This is an optimization exercise on Yosys and OpenROAD, whose aim is small area, a short achievable clock period and few clock cycles per item, not a production implementation. In this exercise RTL edits were held to simulation tests only and were not proved equivalent to the original.

==> flow/design.v, too long to show whole: its modules and the start of the top module <==
// module fix_rnd24: 28 lines
// module fix_to_f32: 23 lines
// module fix_y_to_f32: 15 lines
// module fp32_kround: 33 lines
// module kp_395: 671 lines
// module kp_581: 791 lines
// module kpm_1: 1086 lines
// module kpm_2: 1130 lines
// module kp_299: 192 lines
// module kp_587: 184 lines
// module kp_114: 232 lines
// module fp32_add: 60 lines
// module fp32_subh: 56 lines
// module csc_clip16: 22 lines
// module fwd_dr: 266 lines
// module fwd_dg: 266 lines
// module fwd_db: 266 lines
// module fwd_s1: 547 lines
// module fwd_s2: 406 lines
// module csc_fwd: 24 lines
// module fix_s36_to_f32: 9 lines
// module csc_inv_a: 16 lines
// module csc_inv: 36 lines
// module csc_top: 107 lines
module csc_top (
    input  wire        clk,
    input  wire        rst,
    input  wire        in_valid,
    output wire        in_ready,
    input  wire        in_mode,      
    input  wire [31:0] in_c0,
    input  wire [31:0] in_c1,
    input  wire [31:0] in_c2,
    input  wire [15:0] in_alpha,
    output reg         out_valid,
    input  wire        out_ready,
    output reg         out_mode,
    output reg  [31:0] out_c0,
    output reg  [31:0] out_c1,
    output reg  [31:0] out_c2,
    output reg  [15:0] out_alpha
);
  // ...
==> flow/run.sh <==
#!/bin/bash
# synth_recipe.tcl (not shown) runs the flow's synth.tcl, then flattens the netlist and writes it again
# the make line also repeats each setting of config.mk as NAME=value (left out here)
make -C /OpenROAD-flow-scripts/flow DESIGN_CONFIG=/design/flow/config.mk WORK_HOME=/design/flow/orfs CLKGATE_MAP_FILE= SYNTH_SCRIPT=/design/flow/synth_recipe.tcl finish
==> flow/config.mk <==
export PLATFORM = sky130hd
export DESIGN_NAME = csc_top
export DESIGN_NICKNAME = csc_top
export VERILOG_FILES = /design/flow/design.v
export SDC_FILE = /design/flow/constraint.sdc
export NUM_CORES = 4
export LEC_CHECK = 0
export ABC_AREA = 1
export CAP_MARGIN = 20
export CORE_MARGIN = 2
export CORE_UTILIZATION = 60
export PLACE_DENSITY = 0.75
export SLEW_MARGIN = 20
==> flow/constraint.sdc <==
create_clock -name core_clock -period 160.0 [get_ports {clk}]
set_input_delay 32.0000 -clock core_clock [delete_from_list [all_inputs] [get_ports {clk}]]
set_output_delay 32.0000 -clock core_clock [all_outputs]
set_load 0.01 [all_outputs]
==> qor.csv, run 1 <==
stage,metric,value,unit
global_route,largest net degree at the start of global routing,186,
synthesis,Syn. warnings,9,
synthesis,count of cell types in the netlist,116,
route,DRT Pass-1 Iters,9,
worst_setup_path,family with the most delay on the worst path,simple AND/OR/NAND/NOR gates,
synthesis,Avg Synthesized Cell Area,6.30,µm²
finish,buffer share of cell area,0.0263,
floorplanning,FP Rows,171,
worst_setup_path,crit path buf inv count,31,
synthesis,Cells after Synth,20891,
placement,DP Cell Count,23531,
synthesis,post-synthesis adder-cell area fraction,0.201,
route,top sig layer,met5,
cts,Clock H-tree levels,2,
synthesis,top_reg_cell synth,edfxtp_1,
cts,clock-pin slew of the registers on the worst-case setup and hold paths,0.07,ns
cts,cts repair resizes,0,
timing,final hold vios,0,
synthesis,Commonest cells post-synth,"nand2_1, inv_1, nand3_1, nor2_1, o21ai_0",
global_route,total congestion overflow,0,
worst_setup_path,worst reg2reg startpoint,b_mode$_DFFE_PN_,
worst_setup_path,"slowest stage cell, crit path",nand2_2,
outcome,outcome,timing/DRC/antenna clean,
placement,HPWL after DPL,398000,µm
worst_setup_path,CP dominant cell by count,nand2_1,
floorplanning,die area,223000,µm²
cts,number of setup buffers added after CTS,0,
synthesis,Synth top area share,0.150,
synthesis,mux contribution to synthesized area,0.00228,
synthesis,number of synthesized register bits,512,
Testbench counts, summed over its fixed seeds: cycles 16,408, items 16,384.
==> module kp_581, before the edit <==
module kp_581 (
    input  wire [23:0] x,
    output wire [47:0] p
);
    wire t1;
    wire t2;
    wire t3;
    wire t4;
    wire t5;
    wire t6;
    wire t7;
    wire t8;
    wire t9;
    wire t10;
    wire t11;
    wire t12;
    wire t13;
    wire t14;
    wire t15;
    wire t16;
    wire t17;
    wire t18;
    wire t19;
    wire t20;
    wire t21;
    wire t22;
    wire t23;
    wire t24;
    wire t25;
    wire t26;
    wire t27;
    wire t28;
    wire t29;
    wire t30;
    wire t31;
    wire t32;
    wire t33;
    wire t34;
    wire t35;
    wire t36;
    wire t37;
    wire t38;
    wire t39;
    wire t40;
    wire t41;
    wire t42;
    wire t43;
    wire t44;
    wire t45;
    wire t46;
    wire t47;
    wire t48;
    wire t49;
    wire t50;
    wire t51;
    wire t52;
    wire t53;
    wire t54;
    wire t55;
    wire t56;
    wire t57;
    wire t58;
    wire t59;
    wire t60;
    wire t61;
    wire t62;
    wire t63;
    wire t64;
    wire t65;
    wire t66;
    wire t67;
    wire t68;
    wire t69;
    wire t70;
    wire t71;
    wire t72;
    wire t73;
    wire t74;
    wire t75;
    wire t76;
    wire t77;
    wire t78;
    wire t79;
    wire t80;
    wire t81;
    wire t82;
    wire t83;
    wire t84;
    wire t85;
    wire t86;
    wire t87;
    wire t88;
    wire t89;
    wire t90;
    wire t91;
    wire t92;
    wire t93;
    wire t94;
    wire t95;
    wire t96;
    wire t97;
    wire t98;
    wire t99;
    wire t100;
    wire t101;
    wire t102;
    wire t103;
    wire t104;
    wire t105;
    wire t106;
    wire t107;
    wire t108;
    wire t109;
    wire t110;
    wire t111;
    wire t112;
    wire t113;
    wire t114;
    wire t115;
    wire t116;
    wire t117;
    wire t118;
    wire t119;
    wire t120;
    wire t121;
    wire t122;
    wire t123;
    wire t124;
    wire t125;
    wire t126;
    wire t127;
    wire t128;
    wire t129;
    wire t130;
    wire t131;
    wire t132;
    wire t133;
    wire t134;
    wire t135;
    wire t136;
    wire t137;
    wire t138;
    wire t139;
    wire t140;
    wire t141;
    wire t142;
    wire t143;
    wire t144;
    wire t145;
    wire t146;
    wire t147;
    wire t148;
    wire t149;
    wire t150;
    wire t151;
    wire t152;
    wire t153;
    wire t154;
    wire t155;
    wire t156;
    wire t157;
    wire t158;
    wire t159;
    wire t160;
    wire t161;
    wire t162;
    wire t163;
    wire t164;
    wire t165;
    wire t166;
    wire t167;
    wire t168;
    wire t169;
    wire t170;
    wire t171;
    wire t172;
    wire t173;
    wire t174;
    wire t175;
    wire t176;
    wire t177;
    wire t178;
    wire t179;
    wire t180;
    wire t181;
    wire t182;
    wire t183;
    wire t184;
    wire t185;
    wire t186;
    wire t187;
    wire t188;
    wire t189;
    wire t190;
    wire t191;
    wire t192;
    wire t193;
    wire t194;
    wire t195;
    wire t196;
    wire t197;
    wire t198;
    wire t199;
    wire t200;
    wire t201;
    wire t202;
    wire t203;
    wire t204;
    wire t205;
    wire t206;
    wire t207;
    wire t208;
    wire t209;
    wire t210;
    wire t211;
    wire t212;
    wire t213;
    wire t214;
    wire t215;
    wire t216;
    wire t217;
    wire t218;
    wire t219;
    wire t220;
    wire t221;
    wire t222;
    wire t223;
    wire t224;
    wire t225;
    wire t226;
    wire t227;
    wire t228;
    wire t229;
    wire t230;
    wire t231;
    wire t232;
    wire t233;
    wire t234;
    wire t235;
    wire t236;
    wire t237;
    wire t238;
    wire t239;
    wire t240;
    wire t241;
    wire t242;
    wire t243;
    wire t244;
    wire t245;
    wire t246;
    wire t247;
    wire t248;
    wire t249;
    wire t250;
    wire t251;
    wire t252;
    wire t253;
    wire t254;
    wire t255;
    wire t256;
    wire t257;
    wire t258;
    wire t259;
    wire t260;
    wire t261;
    wire t262;
    wire t263;
    wire t264;
    wire t265;
    wire t266;
    wire t267;
    wire t268;
    wire t269;
    wire t270;
    wire t271;
    wire t272;
    wire t273;
    wire t274;
    wire t275;
    wire t276;
    wire t277;
    wire t278;
    wire t279;
    wire t280;
    wire t281;
    wire t282;
    wire t283;
    wire t284;
    wire t285;
    wire t286;
    wire t287;
    wire t288;
    wire t289;
    wire t290;
    wire t291;
    wire t292;
    wire t293;
    wire t294;
    wire t295;
    wire t296;
    wire t297;
    wire t298;
    wire t299;
    wire t300;
    wire t301;
    wire t302;
    wire t303;
    wire t304;
    wire t305;
    wire t306;
    wire t307;
    wire t308;
    wire t309;
    wire t310;
    wire t311;
    wire t312;
    wire t313;
    wire t314;
    wire t315;
    wire t316;
    wire t317;
    wire t318;
    wire t319;
    wire t320;
    wire t321;
    wire t322;
    wire t323;
    wire t324;
    wire t325;
    wire t326;
    wire t327;
    wire t328;
    wire t329;
    wire t330;
    wire t331;
    wire t332;
    wire t333;
    wire t334;
    wire t335;
    wire t336;
    wire t337;
    wire t338;
    wire t339;
    wire t340;
    wire t341;
    wire t342;
    wire t343;
    wire t344;
    wire t345;
    wire t346;
    wire t347;
    wire t348;
    wire t349;
    wire t350;
    wire t351;
    wire t352;
    wire t353;
    wire t354;
    wire t355;
    wire t356;
    wire t357;
    wire t358;
    wire t359;
    wire t360;
    wire t361;
    wire t362;
    wire t363;
    wire t364;
    wire t365;
    wire t366;
    wire t367;
    wire t368;
    wire t369;
    wire t370;
    wire t371;
    wire t372;
    wire t373;
    wire t374;
    wire t375;
    wire t376;
    wire t377;
    wire t378;
    wire t379;
    wire t380;
    wire t381;
    wire t382;
    wire t383;
    wire t384;
    wire t385;
    wire t386;
    wire t387;
    wire t388;
    assign t1 = x[22] ^ x[20];
    assign t2 = x[22] & x[20];
    assign t3 = x[23] ^ x[21] ^ ~x[19];
    assign t4 = (x[23] & x[21]) | (x[23] & ~x[19]) | (x[21] & ~x[19]);
    assign t5 = x[22] ^ ~x[20];
    assign t6 = x[22] & ~x[20];
    assign t7 = x[23] ^ ~x[21];
    assign t8 = x[23] & ~x[21];
    assign t9 = x[13] ^ x[11];
    assign t10 = x[13] & x[11];
    assign t11 = x[14] ^ x[12];
    assign t12 = x[14] & x[12];
    assign t13 = x[15] ^ x[13] ^ ~x[11];
    assign t14 = (x[15] & x[13]) | (x[15] & ~x[11]) | (x[13] & ~x[11]);
    assign t15 = x[16] ^ x[14] ^ ~x[12];
    assign t16 = (x[16] & x[14]) | (x[16] & ~x[12]) | (x[14] & ~x[12]);
    assign t17 = x[17] ^ x[15] ^ ~x[13];
    assign t18 = (x[17] & x[15]) | (x[17] & ~x[13]) | (x[15] & ~x[13]);
    assign t19 = x[11] ^ ~x[8];
    assign t20 = x[11] & ~x[8];
    assign t21 = x[18] ^ x[16] ^ ~x[14];
    assign t22 = (x[18] & x[16]) | (x[18] & ~x[14]) | (x[16] & ~x[14]);
    assign t23 = x[12] ^ ~x[9] ^ ~x[5];
    assign t24 = (x[12] & ~x[9]) | (x[12] & ~x[5]) | (~x[9] & ~x[5]);
    assign t25 = x[19] ^ x[17] ^ ~x[15];
    assign t26 = (x[19] & x[17]) | (x[19] & ~x[15]) | (x[17] & ~x[15]);
    assign t27 = x[13] ^ ~x[10] ^ ~x[6];
    assign t28 = (x[13] & ~x[10]) | (x[13] & ~x[6]) | (~x[10] & ~x[6]);
    assign t29 = x[4] ^ x[2];
    assign t30 = x[4] & x[2];
    assign t31 = x[20] ^ x[18] ^ ~x[16];
    assign t32 = (x[20] & x[18]) | (x[20] & ~x[16]) | (x[18] & ~x[16]);
    assign t33 = x[14] ^ ~x[11] ^ ~x[7];
    assign t34 = (x[14] & ~x[11]) | (x[14] & ~x[7]) | (~x[11] & ~x[7]);
    assign t35 = x[5] ^ x[3] ^ x[1];
    assign t36 = (x[5] & x[3]) | (x[5] & x[1]) | (x[3] & x[1]);
    assign t37 = x[21] ^ x[19] ^ ~x[17];
    assign t38 = (x[21] & x[19]) | (x[21] & ~x[17]) | (x[19] & ~x[17]);
    assign t39 = x[15] ^ ~x[12] ^ ~x[8];
    assign t40 = (x[15] & ~x[12]) | (x[15] & ~x[8]) | (~x[12] & ~x[8]);
    assign t41 = x[6] ^ x[4] ^ x[2];
    assign t42 = (x[6] & x[4]) | (x[6] & x[2]) | (x[4] & x[2]);
    assign t43 = ~x[18] ^ x[16] ^ ~x[13];
    assign t44 = (~x[18] & x[16]) | (~x[18] & ~x[13]) | (x[16] & ~x[13]);
    assign t45 = ~x[9] ^ x[7] ^ x[5];
    assign t46 = (~x[9] & x[7]) | (~x[9] & x[5]) | (x[7] & x[5]);
    assign t47 = x[3] ^ x[0] ^ t1;
    assign t48 = (x[3] & x[0]) | (x[3] & t1) | (x[0] & t1);
    assign t49 = x[17] ^ ~x[14] ^ ~x[10];
    assign t50 = (x[17] & ~x[14]) | (x[17] & ~x[10]) | (~x[14] & ~x[10]);
    assign t51 = x[8] ^ x[6] ^ x[4];
    assign t52 = (x[8] & x[6]) | (x[8] & x[4]) | (x[6] & x[4]);
    assign t53 = x[1] ^ t2 ^ t3;
    assign t54 = (x[1] & t2) | (x[1] & t3) | (t2 & t3);
    assign t55 = x[18] ^ ~x[15] ^ ~x[11];
    assign t56 = (x[18] & ~x[15]) | (x[18] & ~x[11]) | (~x[15] & ~x[11]);
    assign t57 = x[9] ^ x[7] ^ x[5];
    assign t58 = (x[9] & x[7]) | (x[9] & x[5]) | (x[7] & x[5]);
    assign t59 = x[2] ^ t4 ^ t5;
    assign t60 = (x[2] & t4) | (x[2] & t5) | (t4 & t5);
    assign t61 = x[19] ^ ~x[16] ^ ~x[12];
    assign t62 = (x[19] & ~x[16]) | (x[19] & ~x[12]) | (~x[16] & ~x[12]);
    assign t63 = x[10] ^ x[8] ^ x[6];
    assign t64 = (x[10] & x[8]) | (x[10] & x[6]) | (x[8] & x[6]);
    assign t65 = x[3] ^ t6 ^ t7;
    assign t66 = (x[3] & t6) | (x[3] & t7) | (t6 & t7);
    assign t67 = ~x[22] ^ x[20] ^ ~x[17];
    assign t68 = (~x[22] & x[20]) | (~x[22] & ~x[17]) | (x[20] & ~x[17]);
    assign t69 = ~x[13] ^ x[11] ^ x[9];
    assign t70 = (~x[13] & x[11]) | (~x[13] & x[9]) | (x[11] & x[9]);
    assign t71 = x[7] ^ x[4] ^ t8;
    assign t72 = (x[7] & x[4]) | (x[7] & t8) | (x[4] & t8);
    assign t73 = ~x[23] ^ x[21] ^ ~x[18];
    assign t74 = (~x[23] & x[21]) | (~x[23] & ~x[18]) | (x[21] & ~x[18]);
    assign t75 = ~x[14] ^ x[12] ^ x[10];
    assign t76 = (~x[14] & x[12]) | (~x[14] & x[10]) | (x[12] & x[10]);
    assign t77 = x[8] ^ x[5];
    assign t78 = x[8] & x[5];
    assign t79 = x[22] ^ ~x[19] ^ ~x[15];
    assign t80 = (x[22] & ~x[19]) | (x[22] & ~x[15]) | (~x[19] & ~x[15]);
    assign t81 = x[13] ^ x[11] ^ x[9];
    assign t82 = (x[13] & x[11]) | (x[13] & x[9]) | (x[11] & x[9]);
    assign t83 = x[6] ^ 1'b1;
    assign t84 = x[6] & 1'b1;
    assign t85 = x[23] ^ ~x[20] ^ ~x[16];
    assign t86 = (x[23] & ~x[20]) | (x[23] & ~x[16]) | (~x[20] & ~x[16]);
    assign t87 = x[14] ^ x[12] ^ x[10];
    assign t88 = (x[14] & x[12]) | (x[14] & x[10]) | (x[12] & x[10]);
    assign t89 = x[7] ^ 1'b1;
    assign t90 = x[7] & 1'b1;
    assign t91 = ~x[21] ^ ~x[17] ^ x[15];
    assign t92 = (~x[21] & ~x[17]) | (~x[21] & x[15]) | (~x[17] & x[15]);
    assign t93 = x[13] ^ x[11] ^ x[8];
    assign t94 = (x[13] & x[11]) | (x[13] & x[8]) | (x[11] & x[8]);
    assign t95 = ~x[22] ^ ~x[18] ^ x[16];
    assign t96 = (~x[22] & ~x[18]) | (~x[22] & x[16]) | (~x[18] & x[16]);
    assign t97 = x[14] ^ x[12];
    assign t98 = x[14] & x[12];
    assign t99 = ~x[23] ^ ~x[19] ^ x[17];
    assign t100 = (~x[23] & ~x[19]) | (~x[23] & x[17]) | (~x[19] & x[17]);
    assign t101 = x[15] ^ x[13];
    assign t102 = x[15] & x[13];
    assign t103 = ~x[20] ^ x[18];
    assign t104 = ~x[20] & x[18];
    assign t105 = ~x[21] ^ x[19];
    assign t106 = ~x[21] & x[19];
    assign t107 = ~x[22] ^ x[20];
    assign t108 = ~x[22] & x[20];
    assign t109 = ~x[23] ^ x[21];
    assign t110 = ~x[23] & x[21];
    assign t111 = x[9] ^ x[7] ^ ~x[5];
    assign t112 = (x[9] & x[7]) | (x[9] & ~x[5]) | (x[7] & ~x[5]);
    assign t113 = x[10] ^ x[8] ^ ~x[6];
    assign t114 = (x[10] & x[8]) | (x[10] & ~x[6]) | (x[8] & ~x[6]);
    assign t115 = x[11] ^ x[9] ^ ~x[7];
    assign t116 = (x[11] & x[9]) | (x[11] & ~x[7]) | (x[9] & ~x[7]);
    assign t117 = x[12] ^ x[10] ^ ~x[8];
    assign t118 = (x[12] & x[10]) | (x[12] & ~x[8]) | (x[10] & ~x[8]);
    assign t119 = ~x[9] ^ x[7] ^ ~x[4];
    assign t120 = (~x[9] & x[7]) | (~x[9] & ~x[4]) | (x[7] & ~x[4]);
    assign t121 = ~x[0] ^ 1'b1;
    assign t122 = ~x[0] & 1'b1;
    assign t123 = ~x[10] ^ x[8] ^ ~x[5];
    assign t124 = (~x[10] & x[8]) | (~x[10] & ~x[5]) | (x[8] & ~x[5]);
    assign t125 = ~x[1] ^ t10 ^ t11;
    assign t126 = (~x[1] & t10) | (~x[1] & t11) | (t10 & t11);
    assign t127 = x[9] ^ ~x[6] ^ ~x[2];
    assign t128 = (x[9] & ~x[6]) | (x[9] & ~x[2]) | (~x[6] & ~x[2]);
    assign t129 = x[0] ^ t12 ^ t13;
    assign t130 = (x[0] & t12) | (x[0] & t13) | (t12 & t13);
    assign t131 = x[10] ^ ~x[7] ^ ~x[3];
    assign t132 = (x[10] & ~x[7]) | (x[10] & ~x[3]) | (~x[7] & ~x[3]);
    assign t133 = x[1] ^ t14 ^ t15;
    assign t134 = (x[1] & t14) | (x[1] & t15) | (t14 & t15);
    assign t135 = ~x[4] ^ x[2] ^ x[0];
    assign t136 = (~x[4] & x[2]) | (~x[4] & x[0]) | (x[2] & x[0]);
    assign t137 = t16 ^ t17 ^ t19;
    assign t138 = (t16 & t17) | (t16 & t19) | (t17 & t19);
    assign t139 = x[3] ^ x[1] ^ t18;
    assign t140 = (x[3] & x[1]) | (x[3] & t18) | (x[1] & t18);
    assign t141 = t20 ^ t21 ^ t23;
    assign t142 = (t20 & t21) | (t20 & t23) | (t21 & t23);
    assign t143 = x[0] ^ t22 ^ t24;
    assign t144 = (x[0] & t22) | (x[0] & t24) | (t22 & t24);
    assign t145 = t25 ^ t27 ^ t29;
    assign t146 = (t25 & t27) | (t25 & t29) | (t27 & t29);
    assign t147 = t26 ^ t28 ^ t30;
    assign t148 = (t26 & t28) | (t26 & t30) | (t28 & t30);
    assign t149 = t31 ^ t33 ^ t35;
    assign t150 = (t31 & t33) | (t31 & t35) | (t33 & t35);
    assign t151 = t32 ^ t34 ^ t36;
    assign t152 = (t32 & t34) | (t32 & t36) | (t34 & t36);
    assign t153 = t37 ^ t39 ^ t41;
    assign t154 = (t37 & t39) | (t37 & t41) | (t39 & t41);
    assign t155 = t38 ^ t40 ^ t42;
    assign t156 = (t38 & t40) | (t38 & t42) | (t40 & t42);
    assign t157 = t43 ^ t45 ^ t47;
    assign t158 = (t43 & t45) | (t43 & t47) | (t45 & t47);
    assign t159 = t44 ^ t46 ^ t49;
    assign t160 = (t44 & t46) | (t44 & t49) | (t46 & t49);
    assign t161 = t51 ^ t48 ^ t53;
    assign t162 = (t51 & t48) | (t51 & t53) | (t48 & t53);
    assign t163 = t50 ^ t52 ^ t55;
    assign t164 = (t50 & t52) | (t50 & t55) | (t52 & t55);
    assign t165 = t57 ^ t54 ^ t59;
    assign t166 = (t57 & t54) | (t57 & t59) | (t54 & t59);
    assign t167 = t56 ^ t58 ^ t61;
    assign t168 = (t56 & t58) | (t56 & t61) | (t58 & t61);
    assign t169 = t63 ^ t60 ^ t65;
    assign t170 = (t63 & t60) | (t63 & t65) | (t60 & t65);
    assign t171 = t62 ^ t64 ^ t67;
    assign t172 = (t62 & t64) | (t62 & t67) | (t64 & t67);
    assign t173 = t69 ^ t66 ^ t71;
    assign t174 = (t69 & t66) | (t69 & t71) | (t66 & t71);
    assign t175 = t68 ^ t70 ^ t73;
    assign t176 = (t68 & t70) | (t68 & t73) | (t70 & t73);
    assign t177 = t75 ^ t77 ^ t72;
    assign t178 = (t75 & t77) | (t75 & t72) | (t77 & t72);
    assign t179 = t74 ^ t76 ^ t78;
    assign t180 = (t74 & t76) | (t74 & t78) | (t76 & t78);
    assign t181 = t79 ^ t81 ^ t83;
    assign t182 = (t79 & t81) | (t79 & t83) | (t81 & t83);
    assign t183 = t80 ^ t82 ^ t84;
    assign t184 = (t80 & t82) | (t80 & t84) | (t82 & t84);
    assign t185 = t85 ^ t87 ^ t89;
    assign t186 = (t85 & t87) | (t85 & t89) | (t87 & t89);
    assign t187 = 1'b1 ^ t86 ^ t88;
    assign t188 = (1'b1 & t86) | (1'b1 & t88) | (t86 & t88);
    assign t189 = t90 ^ t91 ^ t93;
    assign t190 = (t90 & t91) | (t90 & t93) | (t91 & t93);
    assign t191 = x[9] ^ 1'b1 ^ t92;
    assign t192 = (x[9] & 1'b1) | (x[9] & t92) | (1'b1 & t92);
    assign t193 = t94 ^ t95 ^ t97;
    assign t194 = (t94 & t95) | (t94 & t97) | (t95 & t97);
    assign t195 = x[10] ^ 1'b1 ^ t96;
    assign t196 = (x[10] & 1'b1) | (x[10] & t96) | (1'b1 & t96);
    assign t197 = t98 ^ t99 ^ t101;
    assign t198 = (t98 & t99) | (t98 & t101) | (t99 & t101);
    assign t199 = x[16] ^ x[14] ^ x[11];
    assign t200 = (x[16] & x[14]) | (x[16] & x[11]) | (x[14] & x[11]);
    assign t201 = t100 ^ t102 ^ t103;
    assign t202 = (t100 & t102) | (t100 & t103) | (t102 & t103);
    assign t203 = x[17] ^ x[15] ^ x[12];
    assign t204 = (x[17] & x[15]) | (x[17] & x[12]) | (x[15] & x[12]);
    assign t205 = 1'b1 ^ t104 ^ t105;
    assign t206 = (1'b1 & t104) | (1'b1 & t105) | (t104 & t105);
    assign t207 = x[18] ^ x[16] ^ x[13];
    assign t208 = (x[18] & x[16]) | (x[18] & x[13]) | (x[16] & x[13]);
    assign t209 = 1'b1 ^ t106 ^ t107;
    assign t210 = (1'b1 & t106) | (1'b1 & t107) | (t106 & t107);
    assign t211 = x[19] ^ x[17] ^ x[14];
    assign t212 = (x[19] & x[17]) | (x[19] & x[14]) | (x[17] & x[14]);
    assign t213 = 1'b1 ^ t108 ^ t109;
    assign t214 = (1'b1 & t108) | (1'b1 & t109) | (t108 & t109);
    assign t215 = x[22] ^ x[20] ^ x[18];
    assign t216 = (x[22] & x[20]) | (x[22] & x[18]) | (x[20] & x[18]);
    assign t217 = x[15] ^ t110;
    assign t218 = x[15] & t110;
    assign t219 = x[23] ^ x[21] ^ x[19];
    assign t220 = (x[23] & x[21]) | (x[23] & x[19]) | (x[21] & x[19]);
    assign t221 = x[16] ^ 1'b1;
    assign t222 = x[16] & 1'b1;
    assign t223 = x[22] ^ x[20] ^ x[17];
    assign t224 = (x[22] & x[20]) | (x[22] & x[17]) | (x[20] & x[17]);
    assign t225 = x[23] ^ x[21];
    assign t226 = x[23] & x[21];
    assign t227 = x[4] ^ x[2];
    assign t228 = x[4] & x[2];
    assign t229 = x[5] ^ x[3];
    assign t230 = x[5] & x[3];
    assign t231 = x[6] ^ x[4] ^ ~x[2];
    assign t232 = (x[6] & x[4]) | (x[6] & ~x[2]) | (x[4] & ~x[2]);
    assign t233 = x[7] ^ x[5] ^ ~x[3];
    assign t234 = (x[7] & x[5]) | (x[7] & ~x[3]) | (x[5] & ~x[3]);
    assign t235 = x[8] ^ x[6] ^ ~x[4];
    assign t236 = (x[8] & x[6]) | (x[8] & ~x[4]) | (x[6] & ~x[4]);
    assign t237 = x[3] ^ ~x[0] ^ 1'b1;
    assign t238 = (x[3] & ~x[0]) | (x[3] & 1'b1) | (~x[0] & 1'b1);
    assign t239 = x[4] ^ ~x[1] ^ t112;
    assign t240 = (x[4] & ~x[1]) | (x[4] & t112) | (~x[1] & t112);
    assign t241 = x[5] ^ ~x[2] ^ t114;
    assign t242 = (x[5] & ~x[2]) | (x[5] & t114) | (~x[2] & t114);
    assign t243 = x[6] ^ ~x[3] ^ t116;
    assign t244 = (x[6] & ~x[3]) | (x[6] & t116) | (~x[3] & t116);
    assign t245 = t118 ^ t119 ^ t121;
    assign t246 = (t118 & t119) | (t118 & t121) | (t119 & t121);
    assign t247 = t120 ^ t122 ^ t123;
    assign t248 = (t120 & t122) | (t120 & t123) | (t122 & t123);
    assign t249 = t124 ^ t127 ^ t126;
    assign t250 = (t124 & t127) | (t124 & t126) | (t127 & t126);
    assign t251 = t128 ^ t131 ^ t130;
    assign t252 = (t128 & t131) | (t128 & t130) | (t131 & t130);
    assign t253 = t132 ^ t135 ^ t134;
    assign t254 = (t132 & t135) | (t132 & t134) | (t135 & t134);
    assign t255 = t136 ^ t138 ^ t139;
    assign t256 = (t136 & t138) | (t136 & t139) | (t138 & t139);
    assign t257 = t140 ^ t142 ^ t143;
    assign t258 = (t140 & t142) | (t140 & t143) | (t142 & t143);
    assign t259 = t144 ^ t146 ^ t147;
    assign t260 = (t144 & t146) | (t144 & t147) | (t146 & t147);
    assign t261 = t148 ^ t150 ^ t151;
    assign t262 = (t148 & t150) | (t148 & t151) | (t150 & t151);
    assign t263 = t152 ^ t154 ^ t155;
    assign t264 = (t152 & t154) | (t152 & t155) | (t154 & t155);
    assign t265 = t156 ^ t159 ^ t158;
    assign t266 = (t156 & t159) | (t156 & t158) | (t159 & t158);
    assign t267 = t160 ^ t163 ^ t162;
    assign t268 = (t160 & t163) | (t160 & t162) | (t163 & t162);
    assign t269 = t164 ^ t167 ^ t166;
    assign t270 = (t164 & t167) | (t164 & t166) | (t167 & t166);
    assign t271 = t168 ^ t171 ^ t170;
    assign t272 = (t168 & t171) | (t168 & t170) | (t171 & t170);
    assign t273 = t172 ^ t175 ^ t174;
    assign t274 = (t172 & t175) | (t172 & t174) | (t175 & t174);
    assign t275 = t176 ^ t179 ^ t181;
    assign t276 = (t176 & t179) | (t176 & t181) | (t179 & t181);
    assign t277 = t180 ^ t182 ^ t183;
    assign t278 = (t180 & t182) | (t180 & t183) | (t182 & t183);
    assign t279 = t184 ^ t186 ^ t187;
    assign t280 = (t184 & t186) | (t184 & t187) | (t186 & t187);
    assign t281 = t188 ^ t190 ^ t191;
    assign t282 = (t188 & t190) | (t188 & t191) | (t190 & t191);
    assign t283 = t192 ^ t194 ^ t195;
    assign t284 = (t192 & t194) | (t192 & t195) | (t194 & t195);
    assign t285 = t199 ^ t196 ^ t198;
    assign t286 = (t199 & t196) | (t199 & t198) | (t196 & t198);
    assign t287 = t200 ^ t203 ^ t202;
    assign t288 = (t200 & t203) | (t200 & t202) | (t203 & t202);
    assign t289 = t204 ^ t207 ^ t206;
    assign t290 = (t204 & t207) | (t204 & t206) | (t207 & t206);
    assign t291 = t208 ^ t211 ^ t210;
    assign t292 = (t208 & t211) | (t208 & t210) | (t211 & t210);
    assign t293 = t212 ^ t215 ^ t214;
    assign t294 = (t212 & t215) | (t212 & t214) | (t215 & t214);
    assign t295 = t216 ^ t219 ^ t221;
    assign t296 = (t216 & t219) | (t216 & t221) | (t219 & t221);
    assign t297 = 1'b1 ^ t220 ^ t222;
    assign t298 = (1'b1 & t220) | (1'b1 & t222) | (t220 & t222);
    assign t299 = x[18] ^ 1'b1 ^ t224;
    assign t300 = (x[18] & 1'b1) | (x[18] & t224) | (1'b1 & t224);
    assign t301 = x[22] ^ x[19] ^ 1'b1;
    assign t302 = (x[22] & x[19]) | (x[22] & 1'b1) | (x[19] & 1'b1);
    assign t303 = x[23] ^ x[20];
    assign t304 = x[23] & x[20];
    assign t305 = ~x[0] ^ 1'b1;
    assign t306 = ~x[0] & 1'b1;
    assign t307 = ~x[1] ^ t228 ^ t229;
    assign t308 = (~x[1] & t228) | (~x[1] & t229) | (t228 & t229);
    assign t309 = x[0] ^ t230 ^ t231;
    assign t310 = (x[0] & t230) | (x[0] & t231) | (t230 & t231);
    assign t311 = x[1] ^ t232 ^ t233;
    assign t312 = (x[1] & t232) | (x[1] & t233) | (t232 & t233);
    assign t313 = x[2] ^ t234 ^ t235;
    assign t314 = (x[2] & t234) | (x[2] & t235) | (t234 & t235);
    assign t315 = t236 ^ t237 ^ t111;
    assign t316 = (t236 & t237) | (t236 & t111) | (t237 & t111);
    assign t317 = t238 ^ t113 ^ t239;
    assign t318 = (t238 & t113) | (t238 & t239) | (t113 & t239);
    assign t319 = t115 ^ t240 ^ t241;
    assign t320 = (t115 & t240) | (t115 & t241) | (t240 & t241);
    assign t321 = t117 ^ t242 ^ t243;
    assign t322 = (t117 & t242) | (t117 & t243) | (t242 & t243);
    assign t323 = t9 ^ t244 ^ t245;
    assign t324 = (t9 & t244) | (t9 & t245) | (t244 & t245);
    assign t325 = t246 ^ t247 ^ t125;
    assign t326 = (t246 & t247) | (t246 & t125) | (t247 & t125);
    assign t327 = t248 ^ t129 ^ t249;
    assign t328 = (t248 & t129) | (t248 & t249) | (t129 & t249);
    assign t329 = t133 ^ t250 ^ t251;
    assign t330 = (t133 & t250) | (t133 & t251) | (t250 & t251);
    assign t331 = t137 ^ t252 ^ t253;
    assign t332 = (t137 & t252) | (t137 & t253) | (t252 & t253);
    assign t333 = t141 ^ t254 ^ t255;
    assign t334 = (t141 & t254) | (t141 & t255) | (t254 & t255);
    assign t335 = t145 ^ t256 ^ t257;
    assign t336 = (t145 & t256) | (t145 & t257) | (t256 & t257);
    assign t337 = t149 ^ t258 ^ t259;
    assign t338 = (t149 & t258) | (t149 & t259) | (t258 & t259);
    assign t339 = t153 ^ t260 ^ t261;
    assign t340 = (t153 & t260) | (t153 & t261) | (t260 & t261);
    assign t341 = t262 ^ t263 ^ t157;
    assign t342 = (t262 & t263) | (t262 & t157) | (t263 & t157);
    assign t343 = t264 ^ t161 ^ t265;
    assign t344 = (t264 & t161) | (t264 & t265) | (t161 & t265);
    assign t345 = t165 ^ t266 ^ t267;
    assign t346 = (t165 & t266) | (t165 & t267) | (t266 & t267);
    assign t347 = t169 ^ t268 ^ t269;
    assign t348 = (t169 & t268) | (t169 & t269) | (t268 & t269);
    assign t349 = t173 ^ t270 ^ t271;
    assign t350 = (t173 & t270) | (t173 & t271) | (t270 & t271);
    assign t351 = t177 ^ t272 ^ t273;
    assign t352 = (t177 & t272) | (t177 & t273) | (t272 & t273);
    assign t353 = t275 ^ t178 ^ t274;
    assign t354 = (t275 & t178) | (t275 & t274) | (t178 & t274);
    assign t355 = t185 ^ t276 ^ t277;
    assign t356 = (t185 & t276) | (t185 & t277) | (t276 & t277);
    assign t357 = t189 ^ t278 ^ t279;
    assign t358 = (t189 & t278) | (t189 & t279) | (t278 & t279);
    assign t359 = t193 ^ t280 ^ t281;
    assign t360 = (t193 & t280) | (t193 & t281) | (t280 & t281);
    assign t361 = t197 ^ t282 ^ t283;
    assign t362 = (t197 & t282) | (t197 & t283) | (t282 & t283);
    assign t363 = t201 ^ t284 ^ t285;
    assign t364 = (t201 & t284) | (t201 & t285) | (t284 & t285);
    assign t365 = t205 ^ t286 ^ t287;
    assign t366 = (t205 & t286) | (t205 & t287) | (t286 & t287);
    assign t367 = t209 ^ t288 ^ t289;
    assign t368 = (t209 & t288) | (t209 & t289) | (t288 & t289);
    assign t369 = t213 ^ t290 ^ t291;
    assign t370 = (t213 & t290) | (t213 & t291) | (t290 & t291);
    assign t371 = t217 ^ t292 ^ t293;
    assign t372 = (t217 & t292) | (t217 & t293) | (t292 & t293);
    assign t373 = t295 ^ t218 ^ t294;
    assign t374 = (t295 & t218) | (t295 & t294) | (t218 & t294);
    assign t375 = t223 ^ t296 ^ t297;
    assign t376 = (t223 & t296) | (t223 & t297) | (t296 & t297);
    assign t377 = t225 ^ t298 ^ t299;
    assign t378 = (t225 & t298) | (t225 & t299) | (t298 & t299);
    assign t379 = t301 ^ t226 ^ t300;
    assign t380 = (t301 & t226) | (t301 & t300) | (t226 & t300);
    assign t381 = 1'b1 ^ t302 ^ t303;
    assign t382 = (1'b1 & t302) | (1'b1 & t303) | (t302 & t303);
    assign t383 = x[21] ^ 1'b1 ^ t304;
    assign t384 = (x[21] & 1'b1) | (x[21] & t304) | (1'b1 & t304);
    assign t385 = x[22] ^ 1'b1;
    assign t386 = x[22] & 1'b1;
    assign t387 = x[23] ^ 1'b1;
    assign t388 = x[23] & 1'b1;
    wire [47:0] r0 = {t388, t386, t384, t382, t380, t378, t376, t374, t372, t370, t368, t366, t364, t362, t360, t358, t356, t354, t352, t350, t348, t346, t344, t342, t340, t338, t336, t334, t332, t330, t328, t326, t324, t322, t320, t318, t316, t314, t312, t310, t308, t306, t305, x[3], x[2], x[1], x[0], 1'b0};
    wire [47:0] r1 = {1'b1, t387, t385, t383, t381, t379, t377, t375, t373, t371, t369, t367, t365, t363, t361, t359, t357, t355, t353, t351, t349, t347, t345, t343, t341, t339, t337, t335, t333, t331, t329, t327, t325, t323, t321, t319, t317, t315, t313, t311, t309, t307, t227, x[1], x[0], 1'b0, 1'b0, 1'b0};
    wire [22:0] c;
    assign c[0] = 1'b0;
    genvar gi;
    generate for (gi = 0; gi < 22; gi = gi + 1) begin : g_rc
        assign c[gi+1] = (r0[gi] & r1[gi]) | (r0[gi] & c[gi]) | (r1[gi] & c[gi]);
    end endgenerate
    assign p[21:0] = {22{1'b0}};
    assign p[47:22] = r0[47:22] + r1[47:22] + c[22];
endmodule
==> module fp32_add, before the edit <==
module fp32_add (
    input  wire [31:0] a,
    input  wire [31:0] b,
    output wire [31:0] y
);
    wire a_nan = (a[30:23] == 8'hFF) && (a[22:0] != 0);
    wire b_nan = (b[30:23] == 8'hFF) && (b[22:0] != 0);
    wire a_inf = (a[30:23] == 8'hFF) && (a[22:0] == 0);
    wire b_inf = (b[30:23] == 8'hFF) && (b[22:0] == 0);
    wire        swap = (b[30:0] > a[30:0]);
    wire [31:0] x = swap ? b : a;
    wire [31:0] z = swap ? a : b;
    wire        xn = (x[30:23] != 0);
    wire        zn = (z[30:23] != 0);
    wire [7:0]  ex = {x[30:24], x[23] | ~xn};
    wire [7:0]  ez = {z[30:24], z[23] | ~zn};
    wire [23:0] mx = {xn, x[22:0]};
    wire [23:0] mz = {zn, z[22:0]};
    wire [7:0]  d  = ex - ez;
    wire        big = (d > 8'd25);
    wire [25:0] zal = big ? 26'd0 : ({mz, 2'b00} >> d[4:0]);
    reg [4:0] tz;
    integer k;
    always @(*) begin
        tz = 5'd24;
        for (k = 23; k >= 0; k = k - 1)
            if (mz[k]) tz = k[4:0];
    end
    wire        zst = (d > {3'b0, tz} + 8'd2);
    wire        esub = x[31] ^ z[31];
    wire [27:0] xo  = {1'b0, mx, 3'b000};
    wire [27:0] zo  = {2'b00, zal, zst};
    wire [27:0] sum = xo + (zo ^ {28{esub}}) + {27'b0, esub};
    reg [4:0] lz;
    integer i;
    always @(*) begin
        lz = 5'd27;
        for (i = 0; i < 27; i = i + 1)
            if (sum[i]) lz = 5'd26 - i[4:0];
    end
    wire [7:0]  lim = ex - 8'd1;
    wire        lcap = ({3'b0, lz} > lim);
    wire [4:0]  lsh = lcap ? lim[4:0] : lz;
    wire [26:0] nl  = sum[26:0] << lsh;
    wire        cy  = sum[27];
    wire [23:0] mant = cy ? sum[27:4] : nl[26:3];
    wire        g    = cy ? sum[3] : nl[2];
    wire        st   = cy ? (|sum[2:0]) : (|nl[1:0]);
    wire [7:0]  eo   = cy ? (ex + 8'd1) : (nl[26] ? (ex - {3'b0, lsh}) : 8'd0);
    wire        rup  = g & (st | mant[0]);
    wire [30:0] rnd  = {eo, mant[22:0]} + {30'b0, rup};
    wire        ovf  = (eo == 8'hFF);
    wire        zero_sum = (sum == 0);
    assign y = (a_nan || b_nan || (a_inf && b_inf && (a[31] != b[31]))) ? 32'h7FC00000 :
               a_inf    ? {a[31], 8'hFF, 23'b0} :
               b_inf    ? {b[31], 8'hFF, 23'b0} :
               zero_sum ? {(a[31] & b[31]), 31'b0} :
               ovf      ? {x[31], 8'hFF, 23'b0} :
               {x[31], rnd};
endmodule
==> module fp32_subh, before the edit <==
module fp32_subh (
    input  wire [31:0] u,
    output wire [31:0] y
);
    wire        s  = u[31];
    wire [7:0]  e  = u[30:23];
    wire        un = (e != 0);
    wire [23:0] mu = {un, u[22:0]};
    wire        u_nan = (e == 8'hFF) && (u[22:0] != 0);
    wire        u_inf = (e == 8'hFF) && (u[22:0] == 0);
    wire        big = (e >= 8'd126);
    wire [7:0]  da  = e - 8'd126;                    
    wire [7:0]  db  = 8'd126 - {e[7:1], e[0] | ~un};  
    wire [25:0] za  = (da > 8'd25) ? 26'd0 : (26'h2000000 >> da[4:0]);
    wire        sa  = (da > 8'd25);
    reg [4:0] tz;
    integer k;
    always @(*) begin
        tz = 5'd24;
        for (k = 23; k >= 0; k = k - 1)
            if (mu[k]) tz = k[4:0];
    end
    wire [25:0] zb  = (db > 8'd25) ? 26'd0 : ({mu, 2'b00} >> db[4:0]);
    wire        sb  = (db > {3'b0, tz} + 8'd2);
    wire [23:0] mx  = big ? mu : 24'h800000;
    wire [25:0] zal = big ? za : zb;
    wire        zst = big ? sa : sb;
    wire [7:0]  ex  = big ? e : 8'd126;
    wire        esub = ~s;
    wire [27:0] xo  = {1'b0, mx, 3'b000};
    wire [27:0] zo  = {2'b00, zal, zst};
    wire [27:0] sum = xo + (zo ^ {28{esub}}) + {27'b0, esub};
    reg [4:0] lz;
    integer i;
    always @(*) begin
        lz = 5'd27;
        for (i = 0; i < 27; i = i + 1)
            if (sum[i]) lz = 5'd26 - i[4:0];
    end
    wire [26:0] nl  = sum[26:0] << lz;
    wire        cy  = sum[27];
    wire [23:0] mant = cy ? sum[27:4] : nl[26:3];
    wire        g    = cy ? sum[3] : nl[2];
    wire        st   = cy ? (|sum[2:0]) : (|nl[1:0]);
    wire [7:0]  eo   = cy ? (ex + 8'd1) : (ex - {3'b0, lz});
    wire        rup  = g & (st | mant[0]);
    wire [30:0] rnd  = {eo, mant[22:0]} + {30'b0, rup};
    wire        ovf  = (eo == 8'hFF);
    wire        zero_sum = (sum == 0);
    wire        sgn  = big ? s : 1'b1;
    assign y = u_nan    ? 32'h7FC00000 :
               u_inf    ? {s, 8'hFF, 23'b0} :
               zero_sum ? 32'h00000000 :
               ovf      ? {sgn, 8'hFF, 23'b0} :
               {sgn, rnd};
endmodule
==> module csc_inv, before the edit <==
module csc_inv (
    input  wire        mode,
    input  wire [31:0] s1,
    input  wire [31:0] s2,
    input  wire [31:0] s3,
    input  wire [31:0] s4,
    output wire [31:0] o0,
    output wire [31:0] o1,
    output wire [31:0] o2
);
    localparam [31:0] HALF = 32'h3F000000;
    wire [31:0] x2 = s2;
    wire [31:0] x3 = s3;
    wire [47:0] p1, p2, p4;
    kpm_1  u_p1 (.sel(mode), .x({1'b1, x3[22:0]}), .p(p1));       
    kpm_2  u_p2 (.sel(mode), .x({1'b1, x2[22:0]}), .p(p2));       
    kp_581 u_p4 (.x({1'b1, s3[22:0]}), .p(p4));
    wire [31:0] m1, m2, m4;
    fp32_kround u_m1 (.ek(mode ? 8'd127 : 8'd126), .tzk(mode ? 2'd0 : 2'd1),
                      .x(x3), .p(p1), .y(m1));
    fp32_kround u_m2 (.ek(mode ? 8'd128 : 8'd125), .tzk(mode ? 2'd1 : 2'd0),
                      .x(x2), .p(p2), .y(m2));
    fp32_kround u_m4 (.ek(8'd126), .tzk(2'd1), .x(s3[31:0]), .p(p4), .y(m4));
    wire [31:0] base = mode ? s1 : HALF;
    wire [31:0] a1, a2, a4;
    fp32_add u_a1 (.a(base), .b(m1), .y(a1));                        
    fp32_add u_a2 (.a(base), .b(m2), .y(a2));                        
    fp32_add u_a4 (.a(s4), .b({~m4[31], m4[30:0]}), .y(a4));         
    wire [15:0] cr, cg, cb;
    csc_clip16 u_cr (.v(a1), .q(cr));
    csc_clip16 u_cg (.v(a4), .q(cg));
    csc_clip16 u_cb (.v(a2), .q(cb));
    assign o0 = mode ? {16'b0, cr} : s1;
    assign o1 = mode ? {16'b0, cg} : a2;
    assign o2 = mode ? {16'b0, cb} : a1;
endmodule
==> module csc_top, before the edit <==
module csc_top (
    input  wire        clk,
    input  wire        rst,
    input  wire        in_valid,
    output wire        in_ready,
    input  wire        in_mode,      
    input  wire [31:0] in_c0,
    input  wire [31:0] in_c1,
    input  wire [31:0] in_c2,
    input  wire [15:0] in_alpha,
    output reg         out_valid,
    input  wire        out_ready,
    output reg         out_mode,
    output reg  [31:0] out_c0,
    output reg  [31:0] out_c1,
    output reg  [31:0] out_c2,
    output reg  [15:0] out_alpha
);
    reg        s_v;                  
    reg        rdy;                  
    assign in_ready = rdy;
    wire go     = !s_v;
    wire accept = in_valid && rdy;
    wire ofree  = !out_valid || out_ready;
    reg        a_v, a_mode;
    reg [31:0] a_c0, a_c1, a_c2;
    reg [15:0] a_al;
    always @(posedge clk) begin
        if (rst) begin
            a_v <= 1'b0;
        end else if (go) begin
            a_v <= accept;
        end
        if (go) begin
            a_mode <= in_mode;
            a_c0   <= in_c0;
            a_c1   <= in_c1;
            a_c2   <= in_c2;
            a_al   <= in_alpha;
        end
    end
    wire [34:0] fy;
    wire [35:0] fby, fry;
    csc_fwd u_fwd (.r(a_c0[7:0]), .g(a_c1[7:0]), .b(a_c2[7:0]),
                   .yq(fy), .bq(fby), .rq(fry));
    wire [31:0] fyf, fbf, frf;
    fix_y_to_f32 u_fy (.x(fy), .f(fyf));
    fix_s36_to_f32 u_fb (.q(fby), .f(fbf));
    fix_s36_to_f32 u_fr (.q(fry), .f(frf));
    wire [31:0] tu, tv, gt;
    csc_inv_a u_inva (.y(a_c0), .u(a_c1), .v(a_c2), .tu(tu), .tv(tv), .gt(gt));
    reg        b_v, b_mode;
    reg [31:0] b_s1, b_s2, b_s3;
    reg [31:0] b_s4;
    reg [15:0] b_al;
    always @(posedge clk) begin
        if (rst) begin
            b_v <= 1'b0;
        end else if (go) begin
            b_v <= a_v;
        end
        if (go) begin
            b_mode <= a_mode;
            b_al   <= a_al;
            b_s1   <= a_mode ? a_c0 : fyf;
            b_s2   <= a_mode ? tu : fbf;
            b_s3   <= a_mode ? tv : frf;
            b_s4   <= gt;
        end
    end
    wire [31:0] o0, o1, o2;
    csc_inv u_inv (.mode(b_mode), .s1(b_s1), .s2(b_s2), .s3(b_s3),
                   .s4(b_s4), .o0(o0), .o1(o1), .o2(o2));
    reg        s_mode;
    reg [31:0] s_c0, s_c1, s_c2;
    reg [15:0] s_al;
    always @(posedge clk) begin
        if (rst) begin
            s_v <= 1'b0;
            rdy <= 1'b1;
        end else begin
            s_v <= s_v ? !ofree : (b_v && !ofree);
            rdy <= s_v ? ofree : !(b_v && !ofree);
        end
        if (go) begin
            s_mode <= b_mode;
            s_al   <= b_al;
            s_c0   <= o0;
            s_c1   <= o1;
            s_c2   <= o2;
        end
    end
    always @(posedge clk) begin
        if (rst) begin
            out_valid <= 1'b0;
        end else if (ofree) begin
            out_valid <= s_v || (b_v && go);
        end
        if (ofree) begin
            out_mode  <= s_v ? s_mode : b_mode;
            out_alpha <= s_v ? s_al   : b_al;
            out_c0    <= s_v ? s_c0   : o0;
            out_c1    <= s_v ? s_c1   : o1;
            out_c2    <= s_v ? s_c2   : o2;
        end
    end
endmodule
==> run 2, diff against run 1 <==
--- a/flow/design.v
+++ b/flow/design.v
@@ -1552,10 +1552,9 @@
     wire [47:0] r1 = {1'b1, t387, t385, t383, t381, t379, t377, t375, t373, t371, t369, t367, t365, t363, t361, t359, t357, t355, t353, t351, t349, t347, t345, t343, t341, t339, t337, t335, t333, t331, t329, t327, t325, t323, t321, t319, t317, t315, t313, t311, t309, t307, t227, x[1], x[0], 1'b0, 1'b0, 1'b0};
-    wire [22:0] c;
+    wire [48:0] c;
     assign c[0] = 1'b0;
     genvar gi;
-    generate for (gi = 0; gi < 22; gi = gi + 1) begin : g_rc
+    generate for (gi = 0; gi < 48; gi = gi + 1) begin : g_rc
+        assign p[gi] = r0[gi] ^ r1[gi] ^ c[gi];
         assign c[gi+1] = (r0[gi] & r1[gi]) | (r0[gi] & c[gi]) | (r1[gi] & c[gi]);
     end endgenerate
-    assign p[21:0] = {22{1'b0}};
-    assign p[47:22] = r0[47:22] + r1[47:22] + c[22];
 endmodule
@@ -2638,10 +2637,9 @@
     wire [47:0] r1 = {t534, t532, t530, t528, t526, t524, t522, t520, t518, t516, t514, t512, t510, t508, t506, t504, t502, t500, t498, t496, t494, t492, t490, t488, t486, t484, t482, t480, t478, t476, t474, t472, t470, t468, t466, t464, t462, t460, t458, t456, t374, t30, t29, t28, t27, t26, 1'b0, 1'b0};
-    wire [22:0] c;
+    wire [48:0] c;
     assign c[0] = 1'b0;
     genvar gi;
-    generate for (gi = 0; gi < 22; gi = gi + 1) begin : g_rc
+    generate for (gi = 0; gi < 48; gi = gi + 1) begin : g_rc
+        assign p[gi] = r0[gi] ^ r1[gi] ^ c[gi];
         assign c[gi+1] = (r0[gi] & r1[gi]) | (r0[gi] & c[gi]) | (r1[gi] & c[gi]);
     end endgenerate
-    assign p[21:0] = {22{1'b0}};
-    assign p[47:22] = r0[47:22] + r1[47:22] + c[22];
 endmodule
@@ -3768,10 +3766,9 @@
     wire [47:0] r1 = {t556, t554, t552, t550, t548, t546, t544, t542, t540, t538, t536, t534, t532, t530, t528, t526, t524, t522, t520, t518, t516, t514, t512, t510, t508, t506, t504, t502, t500, t498, t496, t494, t492, t490, t488, t486, t484, t482, t480, t478, t476, t474, t472, t470, t468, ~sel, 1'b0, 1'b0};
-    wire [22:0] c;
+    wire [48:0] c;
     assign c[0] = 1'b0;
     genvar gi;
-    generate for (gi = 0; gi < 22; gi = gi + 1) begin : g_rc
+    generate for (gi = 0; gi < 48; gi = gi + 1) begin : g_rc
+        assign p[gi] = r0[gi] ^ r1[gi] ^ c[gi];
         assign c[gi+1] = (r0[gi] & r1[gi]) | (r0[gi] & c[gi]) | (r1[gi] & c[gi]);
     end endgenerate
-    assign p[21:0] = {22{1'b0}};
-    assign p[47:22] = r0[47:22] + r1[47:22] + c[22];
 endmodule
@@ -4385,3 +4382,5 @@
 endmodule
-module fp32_add (
+module fp32_add #(
+    parameter RIPPLE = 0             
+) (
     input  wire [31:0] a,
@@ -4417,3 +4416,11 @@
     wire [27:0] zo  = {2'b00, zal, zst};
-    wire [27:0] sum = xo + (zo ^ {28{esub}}) + {27'b0, esub};
+    wire [27:0] sum;
+    generate
+        if (RIPPLE) begin : g_rs
+            wire co_unused;
+            rca #(.N(28)) u_s (.a(xo), .b(zo ^ {28{esub}}), .ci(esub), .s(sum), .co(co_unused));
+        end else begin : g_ks
+            assign sum = xo + (zo ^ {28{esub}}) + {27'b0, esub};
+        end
+    endgenerate
     reg [4:0] lz;
@@ -4445,3 +4452,5 @@
 endmodule
-module fp32_subh (
+module fp32_subh #(
+    parameter RIPPLE = 0             
+) (
     input  wire [31:0] u,
@@ -4476,3 +4485,11 @@
     wire [27:0] zo  = {2'b00, zal, zst};
-    wire [27:0] sum = xo + (zo ^ {28{esub}}) + {27'b0, esub};
+    wire [27:0] sum;
+    generate
+        if (RIPPLE) begin : g_rs
+            wire co_unused;
+            rca #(.N(28)) u_s (.a(xo), .b(zo ^ {28{esub}}), .ci(esub), .s(sum), .co(co_unused));
+        end else begin : g_ks
+            assign sum = xo + (zo ^ {28{esub}}) + {27'b0, esub};
+        end
+    endgenerate
     reg [4:0] lz;
@@ -4501,2 +4518,22 @@
 endmodule
+module rca #(
+    parameter N = 8
+) (
+    input  wire [N-1:0] a,
+    input  wire [N-1:0] b,
+    input  wire         ci,
+    output wire [N-1:0] s,
+    output wire         co
+);
+    wire [N:0] c;
+    assign c[0] = ci;
+    genvar i;
+    generate
+        for (i = 0; i < N; i = i + 1) begin : g_fa
+            assign s[i]   = a[i] ^ b[i] ^ c[i];
+            assign c[i+1] = (a[i] & b[i]) | (a[i] & c[i]) | (b[i] & c[i]);
+        end
+    endgenerate
+    assign co = c[N];
+endmodule
 module csc_clip16 (
@@ -6307,17 +6344,25 @@
 endmodule
-module csc_inv_a (
-    input  wire [31:0] y,
-    input  wire [31:0] u,
-    input  wire [31:0] v,
-    output wire [31:0] tu,
-    output wire [31:0] tv,
+module csc_inv_b (
+    input  wire        mode,
+    input  wire [31:0] s1,
+    input  wire [31:0] s2,
+    input  wire [31:0] s3,
+    output wire [31:0] m1,
+    output wire [31:0] m2,
+    output wire [31:0] m4,
     output wire [31:0] gt
 );
-    fp32_subh u_tu (.u(u), .y(tu));
-    fp32_subh u_tv (.u(v), .y(tv));
-    wire [47:0] p3;
-    kp_395 u_p3 (.x({1'b1, tu[22:0]}), .p(p3));
+    wire [47:0] p1, p2, p3, p4;
+    kpm_1  u_p1 (.sel(mode), .x({1'b1, s3[22:0]}), .p(p1));       
+    kpm_2  u_p2 (.sel(mode), .x({1'b1, s2[22:0]}), .p(p2));       
+    kp_395 u_p3 (.x({1'b1, s2[22:0]}), .p(p3));
+    kp_581 u_p4 (.x({1'b1, s3[22:0]}), .p(p4));
     wire [31:0] m3;
-    fp32_kround u_m3 (.ek(8'd125), .tzk(2'd0), .x(tu), .p(p3), .y(m3));
-    fp32_add u_gt (.a(y), .b({~m3[31], m3[30:0]}), .y(gt));
+    fp32_kround u_m1 (.ek(mode ? 8'd127 : 8'd126), .tzk(mode ? 2'd0 : 2'd1),
+                      .x(s3), .p(p1), .y(m1));
+    fp32_kround u_m2 (.ek(mode ? 8'd128 : 8'd125), .tzk(mode ? 2'd1 : 2'd0),
+                      .x(s2), .p(p2), .y(m2));
+    fp32_kround u_m3 (.ek(8'd125), .tzk(2'd0), .x(s2), .p(p3), .y(m3));
+    fp32_kround u_m4 (.ek(8'd126), .tzk(2'd1), .x(s3), .p(p4), .y(m4));
+    fp32_add #(.RIPPLE(0)) u_gt (.a(s1), .b({~m3[31], m3[30:0]}), .y(gt));
 endmodule
@@ -6325,6 +6370,7 @@
     input  wire        mode,
-    input  wire [31:0] s1,
-    input  wire [31:0] s2,
-    input  wire [31:0] s3,
-    input  wire [31:0] s4,
+    input  wire [31:0] y,
+    input  wire [31:0] m1,
+    input  wire [31:0] m2,
+    input  wire [31:0] m4,
+    input  wire [31:0] gt,
     output wire [31:0] o0,
@@ -6334,19 +6380,7 @@
     localparam [31:0] HALF = 32'h3F000000;
-    wire [31:0] x2 = s2;
-    wire [31:0] x3 = s3;
-    wire [47:0] p1, p2, p4;
-    kpm_1  u_p1 (.sel(mode), .x({1'b1, x3[22:0]}), .p(p1));       
-    kpm_2  u_p2 (.sel(mode), .x({1'b1, x2[22:0]}), .p(p2));       
-    kp_581 u_p4 (.x({1'b1, s3[22:0]}), .p(p4));
-    wire [31:0] m1, m2, m4;
-    fp32_kround u_m1 (.ek(mode ? 8'd127 : 8'd126), .tzk(mode ? 2'd0 : 2'd1),
-                      .x(x3), .p(p1), .y(m1));
-    fp32_kround u_m2 (.ek(mode ? 8'd128 : 8'd125), .tzk(mode ? 2'd1 : 2'd0),
-                      .x(x2), .p(p2), .y(m2));
-    fp32_kround u_m4 (.ek(8'd126), .tzk(2'd1), .x(s3[31:0]), .p(p4), .y(m4));
-    wire [31:0] base = mode ? s1 : HALF;
+    wire [31:0] base = mode ? y : HALF;
     wire [31:0] a1, a2, a4;
-    fp32_add u_a1 (.a(base), .b(m1), .y(a1));                        
-    fp32_add u_a2 (.a(base), .b(m2), .y(a2));                        
-    fp32_add u_a4 (.a(s4), .b({~m4[31], m4[30:0]}), .y(a4));         
+    fp32_add #(.RIPPLE(1)) u_a1 (.a(base), .b(m1), .y(a1));                        
+    fp32_add #(.RIPPLE(1)) u_a2 (.a(base), .b(m2), .y(a2));                        
+    fp32_add #(.RIPPLE(1)) u_a4 (.a(gt), .b({~m4[31], m4[30:0]}), .y(a4));         
     wire [15:0] cr, cg, cb;
@@ -6355,3 +6389,3 @@
     csc_clip16 u_cb (.v(a2), .q(cb));
-    assign o0 = mode ? {16'b0, cr} : s1;
+    assign o0 = mode ? {16'b0, cr} : y;
     assign o1 = mode ? {16'b0, cg} : a2;
@@ -6408,7 +6442,7 @@
     fix_s36_to_f32 u_fr (.q(fry), .f(frf));
-    wire [31:0] tu, tv, gt;
-    csc_inv_a u_inva (.y(a_c0), .u(a_c1), .v(a_c2), .tu(tu), .tv(tv), .gt(gt));
+    wire [31:0] tu, tv;
+    fp32_subh #(.RIPPLE(1)) u_tu (.u(a_c1), .y(tu));
+    fp32_subh #(.RIPPLE(1)) u_tv (.u(a_c2), .y(tv));
     reg        b_v, b_mode;
     reg [31:0] b_s1, b_s2, b_s3;
-    reg [31:0] b_s4;
     reg [15:0] b_al;
@@ -6426,3 +6460,24 @@
             b_s3   <= a_mode ? tv : frf;
-            b_s4   <= gt;
+        end
+    end
+    wire [31:0] m1, m2, m4, gt;
+    csc_inv_b u_invb (.mode(b_mode), .s1(b_s1), .s2(b_s2), .s3(b_s3),
+                      .m1(m1), .m2(m2), .m4(m4), .gt(gt));
+    reg        c_v, c_mode;
+    reg [31:0] c_y, c_m1, c_m2, c_m4, c_gt;
+    reg [15:0] c_al;
+    always @(posedge clk) begin
+        if (rst) begin
+            c_v <= 1'b0;
+        end else if (go) begin
+            c_v <= b_v;
+        end
+        if (go) begin
+            c_mode <= b_mode;
+            c_al   <= b_al;
+            c_y    <= b_s1;
+            c_m1   <= m1;
+            c_m2   <= m2;
+            c_m4   <= m4;
+            c_gt   <= gt;
         end
@@ -6430,4 +6485,4 @@
     wire [31:0] o0, o1, o2;
-    csc_inv u_inv (.mode(b_mode), .s1(b_s1), .s2(b_s2), .s3(b_s3),
-                   .s4(b_s4), .o0(o0), .o1(o1), .o2(o2));
+    csc_inv u_inv (.mode(c_mode), .y(c_y), .m1(c_m1), .m2(c_m2), .m4(c_m4), .gt(c_gt),
+                   .o0(o0), .o1(o1), .o2(o2));
     reg        s_mode;
@@ -6440,8 +6495,8 @@
         end else begin
-            s_v <= s_v ? !ofree : (b_v && !ofree);
-            rdy <= s_v ? ofree : !(b_v && !ofree);
+            s_v <= s_v ? !ofree : (c_v && !ofree);
+            rdy <= s_v ? ofree : !(c_v && !ofree);
         end
         if (go) begin
-            s_mode <= b_mode;
-            s_al   <= b_al;
+            s_mode <= c_mode;
+            s_al   <= c_al;
             s_c0   <= o0;
@@ -6455,7 +6510,7 @@
         end else if (ofree) begin
-            out_valid <= s_v || (b_v && go);
+            out_valid <= s_v || (c_v && go);
         end
         if (ofree) begin
-            out_mode  <= s_v ? s_mode : b_mode;
-            out_alpha <= s_v ? s_al   : b_al;
+            out_mode  <= s_v ? s_mode : c_mode;
+            out_alpha <= s_v ? s_al   : c_al;
             out_c0    <= s_v ? s_c0   : o0;
==> run 2 against run 1 <==
  * Still clean on timing, DRC and antenna
  * Setup slack better by 3.8 ns
  * Sequential cell count is 145 higher
  * Final cell count is 4.0% lower
==> qor.csv, run 2 <==
stage,metric,value,unit,change
placement,post-place setup slack,125.22,ns,
global_route,GRT busiest layer,met2,,
worst_setup_path,critical path class,in2reg,,
synthesis,post-synthesis adder-cell area fraction,0.220,,+0.0194
synthesis,largest cells by area after synthesis,"nand2_1, fa_1, edfxtp_1",,
global_route,Total GRT Usage,0.403,,
synthesis,count of cell types in the netlist,90,,-22%
synthesis,most common cell in the netlist,nand2_1,,
timing,max-slew violations,0,,
finish,footprint of the multi-input gates,92800,µm²,
floorplanning,die area,214000,µm²,-4.1%
worst_setup_path,CP arrival,34.67,ns,
floorplanning,Initial Util,0.603,,
route,"wirelength, routed",445000,µm,
global_route,global routing usage on met3,0.0783,,
timing,Final TNS setup,0,ns,
cts,Max clock buf depth,3,,
global_route,M1 GR Usage,0.518,,
cts,# hold bufs at CTS,0,,
cts,CTS tree,built,,
cts,worst-skew pair later-pin latency,0.78,ns,
timing,fin crit period,34.00,ns,
finish,Layout area overhead,5.88,%,
cts,clk sinks,657,,
synthesis,asr flop ratio synth,0,,
cts,Clock H-tree levels,3,,+1
cts,cts repair resizes,0,,unchanged
route,DRT Pass-1 Iters,11,,+2
timing,RSZ-0062 raised after global routing,false,,
synthesis,cell taking the most area after synthesis,nand2_1,,
placement,Port-buffer cells,231,,
floorplanning,die height,463,µm,
cts,root buf cell,clkbuf_16,,
outcome,outcome,timing/DRC/antenna clean,,
timing,worst slew pin tran,1.20,ns,
cts,number of setup buffers added after CTS,0,,unchanged
synthesis,Synth Area in Compound Gates,0.136,,
global_route,initial antenna violation count,16,,
synthesis,Post-Synth XOR/XNOR Area,0.0430,,
timing,final setup fails,0,,
timing,final hold vios,0,,unchanged
synthesis,Commonest cells post-synth,"nand2_1, inv_1, nand3_1, nor2_1, o21ai_0",,
synthesis,Syn. warnings,10,,+1
synthesis,top_reg_cell synth,edfxtp_1,,
global_route,largest net degree at the start of global routing,162,,-13%
worst_setup_path,type of origin of the critical path,input pin,,
synthesis,post-synthesis simple-gate area fraction,0.333,,
worst_setup_path,Crit. End Element,flop,,
finish,most frequent cells in the layout,"nand2_1, inv_1, nand3_1, nor2_1, o21ai_0",,
global_route,total congestion overflow,0,,unchanged
floorplanning,# IOs,232,,
timing,maximum clock rate,0.0294,GHz,
route,final routed DRC violation total,0,,
synthesis,register area share after synthesis,0.145,,
finish,layout cells sized above 1,0.0303,,
floorplanning,FP Rows,168,,-1.8%
synthesis,Cells after Synth,19956,,-4.5%
finish,"commonest non-fill, non-tap cell in the layout",nand2_1,,
timing,final setup margin,126.00,ns,
route,1st-iter DRT viols,16155,,
route,Via density,5.89,,
timing,Setup Skew,0.0738,ns,
synthesis,number of synthesized register bits,657,,+28%
route,Wirelength per Cell,19.6,µm,
timing,Max-Slew Margin vs Limit,0.193,,
cts,Num CTS Buffers,79,,
synthesis,mux contribution to synthesized area,0.00214,,-0.000140
hold_path,Hold Crit Class,reg2reg,,
timing,final worst-path cycle share,0.213,,
floorplanning,Die Span X,463,µm,
cts,clock-pin slew of the registers on the worst-case setup and hold paths,0.07,ns,about the same
placement,HPWL after DPL,364000,µm,-8.5%
floorplanning,placeable core area,209000,µm²,
global_route,global-route wire length before repair,687000,µm,
worst_setup_path,CP max FO,14,,
global_route,M2 GR Usage,0.638,,
finish,nets,21623,,
finish,Reg area,18300,µm²,
synthesis,Synth top area share,0.160,,+0.00984
finish,Filler Cells Inserted,20189,,
synthesis,"EDFF count, synth",515,,
synthesis,Avg Synthesized Cell Area,6.33,µm²,+0.38%
flow_run,max_cap viols,0,,
route,detailed-route via count,133646,,
synthesis,synthesized area,126000,µm²,
route,Detail Route Antenna Nets,0,,
synthesis,largest family of logic cells by synthesized area,simple AND/OR/NAND/NOR gates,,
global_route,vias in the first global route,123814,,
placement,GP Congestion,1.05,,
worst_setup_path,CP required,160.67,ns,
-- run 2: changes by cell type after synthesis, sizes merged, moves of 60 or more --
cell	change
nor2	-104
edfxtp	+144
fa	+188
xor2	-104
xnor2	-60
ha	-194
nand3	-422
a21oi	-125
nand2	-252
-- run 2: layout make-up --
type | instances | share of cell area
multi-input cells | 15315 | 0.694
flip-flops and latches | 657 | 0.137
inverters | 3377 | 0.0949
repair buffers | 397 | 0.0267
well taps | 2805 | 0.0263
clock buffers | 87 | 0.0153
clock inverters | 61 | 0.00575
diodes | 7 | 0.000131
-- run 2: per-layer routing --
| layer | vias to the layer above | wire length, µm |
|---|---|---|
| met1 | 60968 | 176000 |
| met4 | 14 | 29600 |
| met5 | - | 106 |
| met2 | 6923 | 196000 |
| li1 | 64284 | - |
| met3 | 1457 | 44500 |
-- run 2: worst max-delay path, cell delays in order --
cell and delay, ns:
clkdlybuf4s50_1 0.48, nand2_1 0.06, nand2_1 0.40, clkinv_1 0.49, ha_1 0.42, nand2_1 0.09, nor2_1 0.06, a31oi_1 0.26
nand2_1 0.08, nand2_1 0.08, o221ai_1 0.11, nand2_1 0.11, inv_1 0.04
-- run 2: path summary, 6_finish.rpt --
kind	to	slack [ns]	cells past startpoint	start
setup / recovery	u_fwd.u_s1.dr[5]$_DFF_P_	126.00	13	in_c0[2]
hold / removal	c_al[2]$_DFFE_PN_	0.39	0	b_al[2]$_DFFE_PN_
setup reg to reg	b_s3[24]$_DFFE_PN_	128.54	183	a_c0[0]$_DFFE_PN_
hold reg to reg	c_al[2]$_DFFE_PN_	0.39	0	b_al[2]$_DFFE_PN_
-- run 2: through the flow --
step	hold slack [ns]	utilization	cell area (µm²)	std cells
floorplan	0.400	-	126000	19959
global placement	0.400	0.625	131000	22549
detailed placement	0.405	0.625	131000	22551
CTS	0.391	0.639	134000	22699
global route	0.397	0.639	134000	22700
finish	0.392	0.639	134000	22706
-- run 2: logic make-up (layout without fill, tap and decap cells) --
family / Yosys count / after routing
buffers and inverters: 3987 / 3922
multiplexers: 27 / 27
other: 1 / 11
adder cells (fa/ha/maj): 1697 / 1697
XOR/XNOR: 615 / 615
AO/OA/AOI/OAI: 3033 / 3033
flip-flops: 657 / 657
AND/OR/NAND/NOR: 9939 / 9939
Testbench counts of run 2, summed over its fixed seeds: cycles 16,416, items 16,384.

what the ideal ports hide:
Ports are ideal in the flow. The routed layouts listed here were re-timed in OpenROAD. Step 1 assumes that a clkbuf_16 drives the clock port and a buf_2 every other input. Step 2 moves the port delays by t, midway between the first and last clock arrival at a register: inputs arrive t later, outputs are due t later. That takes back most of the time a late clock gives input paths. Three values: ideal ports, drivers, drivers and shift; two values: the first two.
run	t, ns	setup slack, ns	hold WS [ns]	worst register clock-pin slew, ns
run 1	0.826	122.235 / 122.235 / 122.235	0.414 / 0.414 / 0.414	0.10 / 0.10
run 2	0.850	125.998 / 126.061 / 125.211	0.392 / 0.392 / 0.392	0.08 / 0.08
After both steps setup and hold are still met in every run listed. For run 2, which loses most, drivers alone change the setup slack by +0.063 ns; drivers and shift together by -0.787 ns.
